What follows belongs to an exercise in optimizing a design on an open flow for small area, a short achievable clock period and few clock cycles; a production flow would make more cautious choices.
Function was checked by simulation only, so behaviour that the tests miss may differ from the original.
Power and IR drop assume default switching activity.

== rev 12 ==
## bert_core
module bert_core (
    input  wire        clk,
    input  wire        rst,
    input  wire        cmd_valid,
    output wire        cmd_ready,
    input  wire [63:0] cmd_data,
    output reg         rsp_valid,
    output reg  [3:0]  rsp_status,
    output wire [63:0] rsp_value,
    output reg         mem_req,
    output reg         mem_we,
    output reg  [31:0] mem_addr,
    output reg  [7:0]  mem_wdata,
    input  wire        mem_gnt,
    input  wire [7:0]  mem_rdata
);
    localparam [3:0] ST_OK      = 4'd0;
    localparam [3:0] ST_ILLEGAL = 4'd1;
    localparam [3:0] ST_CONFIG  = 4'd2;
    localparam [3:0] ST_NOTCONF = 4'd3;
    localparam [3:0] ST_RANGE   = 4'd4;
    localparam [2:0] S_IDLE = 3'd0;
    localparam [2:0] S_DEC  = 3'd1;
    localparam [2:0] S_GEN  = 3'd2;
    localparam [2:0] S_RD   = 3'd3;
    localparam [2:0] S_DEC2 = 3'd4;    
    function [31:0] tap_mask(input [5:0] n);
        case (n)
            6'd2:  tap_mask = 32'h00000003;
            6'd3:  tap_mask = 32'h00000006;
            6'd4:  tap_mask = 32'h0000000C;
            6'd5:  tap_mask = 32'h00000014;
            6'd6:  tap_mask = 32'h00000030;
            6'd7:  tap_mask = 32'h00000060;
            6'd8:  tap_mask = 32'h000000E1;
            6'd9:  tap_mask = 32'h00000110;
            6'd10: tap_mask = 32'h00000240;
            6'd11: tap_mask = 32'h00000500;
            6'd12: tap_mask = 32'h00000E08;
            6'd13: tap_mask = 32'h00001C80;
            6'd14: tap_mask = 32'h00003802;
            6'd15: tap_mask = 32'h00006000;
            6'd16: tap_mask = 32'h0000D008;
            6'd17: tap_mask = 32'h00012000;
            6'd18: tap_mask = 32'h00020400;
  ...
Settings: LEC_CHECK=0, CAP_MARGIN=20, CORE_MARGIN=2, CORE_UTILIZATION=40, SLEW_MARGIN=20; clock period 11.0 ns.
standard.sh (not shown) runs the stock make flow with config.mk's settings and CLKGATE_MAP_FILE= SYNTH_SCRIPT=/design/flow/synth_recipe.tcl, a recipe that flattens the netlist after the stock synthesis.
==> flow/flow/run.sh <==
#!/bin/bash
# Standard layout, with timing repair aiming at 4.5 ns (setup margin 6.5 ns
# on the 11 ns clock) on every violating endpoint, and faster input/output
# port buffers.
set -euo pipefail
bash standard.sh SETUP_SLACK_MARGIN=6.5 TNS_END_PERCENT=100 \
    BUFFER_PORTS_ARGS="-buffer_cell sky130_fd_sc_hd__buf_4" finish > standard.log 2>&1
Both conditions hold for rev 12: the flow ran to the end and the final layout passed the timing, DRC and antenna checks.
Testbench counts of rev 12, summed over its fixed seeds: cycles 23,312.
Here is what was changed in the inputs of rev 13 compared with rev 12.
Settings: setting SETUP_SLACK_MARGIN to 5 for the first time.
==> flow/run.sh (new file) <==
#!/bin/bash
# synth_recipe.tcl (not shown) runs the flow's synth.tcl, then flattens the netlist and writes it again
# the make line also repeats each setting of config.mk as NAME=value (left out here)
make -C /OpenROAD-flow-scripts/flow DESIGN_CONFIG=/design/flow/config.mk WORK_HOME=/design/flow/orfs CLKGATE_MAP_FILE= SYNTH_SCRIPT=/design/flow/synth_recipe.tcl finish
removed: flow/flow/run.sh
removed: flow/standard.sh
[summary]
- Between rev 13 and rev 12, it is rev 13 whose count of vias placed by the detailed router is lower, by 183.
- Of rev 13 and rev 12, the higher design area belongs to rev 13.
- Between rev 13 and rev 12, the first-pass GRT wire length figures differ only marginally.


## the previous run
bert_core, a different RTL version from the one above (not shown whole).
For scale: roughly 980 flip-flops, roughly 190 I/O pins, roughly 0.055 mm^2 of cells after synthesis.
## bert_core
module bert_core (
    input  wire        clk,
    input  wire        rst,
    input  wire        cmd_valid,
    output wire        cmd_ready,
    input  wire [63:0] cmd_data,
    output reg         rsp_valid,
    output reg  [3:0]  rsp_status,
    output reg  [63:0] rsp_value,
    output reg         mem_req,
    output reg         mem_we,
    output reg  [31:0] mem_addr,
    output reg  [7:0]  mem_wdata,
    input  wire        mem_gnt,
    input  wire [7:0]  mem_rdata
);
    localparam [3:0] ST_OK      = 4'd0;
    localparam [3:0] ST_ILLEGAL = 4'd1;
    localparam [3:0] ST_CONFIG  = 4'd2;
    localparam [3:0] ST_NOTCONF = 4'd3;
    localparam [3:0] ST_RANGE   = 4'd4;
    localparam [2:0] S_IDLE = 3'd0;
    localparam [2:0] S_DEC  = 3'd1;
    localparam [2:0] S_GEN  = 3'd2;
    localparam [2:0] S_RD   = 3'd3;
    localparam [2:0] S_DEC2 = 3'd4;    
    function [31:0] tap_mask(input [5:0] n);
        case (n)
            6'd2:  tap_mask = 32'h00000003;
            6'd3:  tap_mask = 32'h00000006;
            6'd4:  tap_mask = 32'h0000000C;
            6'd5:  tap_mask = 32'h00000014;
            6'd6:  tap_mask = 32'h00000030;
            6'd7:  tap_mask = 32'h00000060;
            6'd8:  tap_mask = 32'h000000E1;
            6'd9:  tap_mask = 32'h00000110;
            6'd10: tap_mask = 32'h00000240;
            6'd11: tap_mask = 32'h00000500;
  ...
Settings: LEC_CHECK=0, CAP_MARGIN=20, CORE_MARGIN=2, CORE_UTILIZATION=40, SETUP_SLACK_MARGIN=5, SLEW_MARGIN=20; clock period 11.0 ns.
run.sh (not shown) runs the stock make flow with config.mk's settings and CLKGATE_MAP_FILE= SYNTH_SCRIPT=/design/flow/synth_recipe.tcl, a recipe that flattens the netlist after the stock synthesis.
Stock flow here: none of the scripts above is used.
The previous run went all the way through the flow, and no timing, DRC or antenna check failed.
Testbench counts of the previous run, summed over its fixed seeds: cycles 23,216.
> inputs changed (the previous run -> the current run)
Settings: SETUP_SLACK_MARGIN removed (was 5).
==> flow/flow/run.sh (new file) <==
#!/bin/bash
# Standard layout, with timing repair aiming below the clock period (a larger
# setup margin) on all violating endpoints.
set -euo pipefail
bash standard.sh SETUP_SLACK_MARGIN=8 TNS_END_PERCENT=100 finish > standard.log 2>&1
==> flow/standard.sh (new file) <==
#!/bin/bash
# synth_recipe.tcl (not shown) runs the flow's synth.tcl, then flattens the netlist and writes it again
# the make line also repeats each setting of config.mk as NAME=value (left out here)
make -C /OpenROAD-flow-scripts/flow DESIGN_CONFIG=/design/flow/config.mk WORK_HOME=/design/flow/orfs CLKGATE_MAP_FILE= SYNTH_SCRIPT=/design/flow/synth_recipe.tcl "${@:-finish}"
removed: flow/run.sh
[summary]
Changes observed in the current run relative to the previous run: met3 track demand over resource in global routing increased 0.59 points; switching fraction of total power higher; global-route usage over all layers rose by 2.2 points. Compared with the previous run, in the current run part of the total power dissipated in the clock network shows a reduction of 3.4 points, post-CTS setup repair buffer count increased by 264 relative to the old numbers. Number of signal-net buffers in the layout was higher in the current run than in the previous run. The previous run -> the current run: first-pass GRT wire length increased by a little under 10%. The current run vs. the previous run: worst hold margin has decreased; met3 routed wirelength grew by 24%.

## separate check: timing with driven ports
The results above use ideal ports. As a check the final layouts listed here were re-extracted and re-timed, cells and wires unchanged.
Step 1 (the two cells are an assumption about what drives the block):
set clk [get_ports {clk}]
set_driving_cell -lib_cell sky130_fd_sc_hd__clkbuf_16 $clk
set_driving_cell -lib_cell sky130_fd_sc_hd__buf_2 [delete_from_list [all_inputs] $clk]
Step 2 moves the port delays by t, midway between the first and last clock arrival at a register: inputs arrive t later, outputs are due t later. That takes back most of the time a late clock gives input paths.
Three values: ideal ports, drivers, drivers and shift; two values: the first two.
run | t (ns) | slack for setup (ns) | pins driven straight from the clock port
rev 12 | 0.790 | 6.595 / 6.542 / 6.111 | 1
rev 13 | 0.788 | 5.818 / 5.818 / 5.337 | 1
the previous run | 0.806 | 5.326 / 5.326 / 5.326 | 1
the current run | 0.827 | 5.687 / 5.687 / 5.687 | 1
After both steps setup and hold are still met in every run listed. For rev 12, which loses most, drivers alone change the setup slack by -0.053 ns; drivers and shift together by -0.484 ns.
